From an optimization exercise on the open Yosys and OpenROAD flow, aimed at small area, a short achievable clock period and few clock cycles per item; shortcuts taken in it are not production practice. The RTL was checked by simulation tests, not by an equivalence proof against the original design.

## the baseline
==> flow/design.v (excerpt) <==
module crsf_core (
    input  wire        clk,
    input  wire        rst,         
    input  wire        in_valid,
    output wire        in_ready,
    input  wire [1:0]  in_kind,     
    input  wire        in_we,       
    input  wire [11:0] in_off,      
    input  wire [31:0] in_data,     
    output reg         rsp_valid,
    output reg  [31:0] rsp_data
);
    localparam [3:0] F_ILLEGAL_CMD    = 4'd1,
                     F_BAD_ACCESS     = 4'd2,
                     F_BAD_VALUE      = 4'd3,
                     F_BAD_ARG        = 4'd4,
                     F_NOT_ENABLED    = 4'd5,
                     F_DOUBLE_INIT    = 4'd6,
                     F_TX_OVERLAP     = 4'd7,
                     F_RX_NOT_ENABLED = 4'd8,
                     F_RX_AFTER_DEAD  = 4'd9,
                     F_RX_ILLEGAL     = 4'd10;
    localparam [1:0] S_SEEK = 2'd0, S_LEN = 2'd1, S_BODY = 2'd2;
    function [7:0] crc_step;
        input [7:0] c;
        input [7:0] b;
        integer k;
        reg [7:0] x;
        begin
            x = c ^ b;
            for (k = 0; k < 8; k = k + 1)
                x = x[7] ? ((x << 1) ^ 8'hD5) : (x << 1);
            crc_step = x;
        end
    endfunction
    reg         rq;              
    reg         rdy;
    reg         sv;
    reg  [1:0]  sk;
    reg         swe;
    reg  [11:0] soff;
    reg  [31:0] sd;
    assign in_ready = rdy;
    wire acc = in_valid & rdy;
    wire send_in = acc && in_kind == 2'd0 && in_we && in_off == 12'h000 &&
                   (in_data[7:0] == 8'h08 || in_data[7:0] == 8'h09 || in_data[7:0] == 8'h0A);
    reg  [3:0]  crc_rem;         
    reg  [3:0]  crc_rem_d;
    always @(posedge clk) begin
        rq   <= rst;
        sv   <= acc & ~rst;
        sk   <= in_kind;
        swe  <= in_we;
        soff <= in_off;
        sd   <= in_data;
        rdy  <= rst | (~send_in & (crc_rem_d[3:1] == 3'd0));
    end
    reg         en;
    reg         faulted;
    reg [3:0]   fault_code;
    reg [31:0]  fault_info;
    reg [7:0]   crc_acc;
    reg [175:0] cch_n;           
    reg [175:0] cpk;             
    reg [1:0]   rx_state;
    reg         rx_dv;           
    reg         rx_dea;          
    reg [5:0]   rx_len;
    reg [5:0]   rx_cnt;
    reg [7:0]   rx_crc;          
    reg         rx_t16, rx_t14;  
    reg [175:0] rx_buf;          
    reg         rx_dead;
  ...
Size: roughly 2400 flip-flops, ~0.094 mm^2 of cells after synthesis.
Settings: LEC_CHECK=0, CAP_MARGIN=30, CORE_MARGIN=2, CORE_UTILIZATION=30, PLACE_DENSITY=0.4, SLEW_MARGIN=40; clock period 130.0 ns.
standard.sh (not shown) runs the stock make flow with config.mk's settings and CLKGATE_MAP_FILE= SYNTH_SCRIPT=/design/flow/synth_recipe.tcl, a recipe that flattens the netlist after the stock synthesis.
==> flow/flow/run.sh <==
#!/bin/bash
set -euo pipefail
export BUFFER_PORTS_ARGS="-buffer_cell sky130_fd_sc_hd__buf_2"
export CTS_ARGS="-sink_clustering_enable -repair_clock_nets -dont_use_dummy_load -sink_clustering_size 22 -sink_clustering_max_diameter 120"
bash standard.sh > standard_flow.log 2>&1
Testbench counts of the baseline, summed over its fixed seeds: cycles 146,582, steps 144,856.
Input-level comparison between the candidate and the baseline:
Settings: changing PLACE_DENSITY from 0.4 to 0.55; changing CORE_UTILIZATION from 30 to 45.
Notes after the runs:
The candidate vs the baseline: detailed-router iteration count before antenna repair up
Delta (the candidate minus the baseline): summed area of non-filler cells in the final layout now sits lower; global-route usage now sits higher; via density per instance now sits higher.

---

crsf_core, a different RTL version from the one above (not shown whole).
Size: roughly 6100 cells after synthesis, ~2400 flip-flops, ~84 I/O pins, ~94000 µm² of cells after synthesis.
export LEC_CHECK = 0
export CAP_MARGIN = 25
export CORE_MARGIN = 2
export CORE_UTILIZATION = 30
export PLACE_DENSITY = 0.4
export SLEW_MARGIN = 30
create_clock -name core_clock -period 130.0 [get_ports {clk}]
==> flow/flow/run.sh <==
#!/bin/bash
set -euo pipefail
export BUFFER_PORTS_ARGS="-buffer_cell sky130_fd_sc_hd__buf_2"
export CTS_ARGS="-sink_clustering_enable -repair_clock_nets -dont_use_dummy_load -sink_clustering_size 22 -sink_clustering_max_diameter 120 -distance_between_buffers 300"
bash standard.sh > standard_flow.log 2>&1
Testbench counts at the start, summed over its fixed seeds: cycles 146,582, steps 144,856.
==> next run, changes <==
==> flow/flow/run.sh (replaced) <==
#!/bin/bash
set -euo pipefail
export BUFFER_PORTS_ARGS="-buffer_cell sky130_fd_sc_hd__buf_2"
export CTS_ARGS="-sink_clustering_enable -repair_clock_nets -dont_use_dummy_load -sink_clustering_size 22 -sink_clustering_max_diameter 120"
bash standard.sh > standard_flow.log 2>&1
- The changed run finished with timing, DRC and antenna clean
- clock skew goes down by 0.0032 ns
- worst setup slack gets better by 0.036 ns

==> static timing again, ports no longer ideal <==
The results above use ideal ports. As a check the final layouts listed here were re-extracted and re-timed, cells and wires unchanged.
Step 1 assumes that a clkbuf_16 drives the clock port and a buf_2 every other input.
Step 2 moves the port delays by t, midway between the first and last clock arrival at a register: inputs arrive t later, outputs are due t later. That takes back most of the time a late clock gives input paths.
Slacks: ideal ports / drivers / drivers and shift; pairs: ideal ports / drivers.
run | t (ns) | setup slack, ns | hold WS [ns] | worst slew at a driven data input, ns | cell pins on the clock port's net
the baseline | 1.001 | 102.596 / 102.499 / 102.189 | 0.412 / 0.412 / 0.412 | 0.03 | 1
the candidate | 0.941 | 102.562 / 102.455 / 102.135 | 0.416 / 0.416 / 0.416 | 0.04 | 1
the first run of note 2 | 0.964 | 102.644 / 102.525 / 101.987 | 0.341 / 0.341 / 0.341 | 0.03 | 1
the second run of note 2 | 0.910 | 102.680 / 102.579 / 102.064 | 0.336 / 0.336 / 0.336 | 0.03 | 1
After both steps every run listed still meets setup and hold. For the first run of note 2, which loses most, drivers alone change the setup slack by -0.119 ns; drivers and shift together by -0.657 ns.
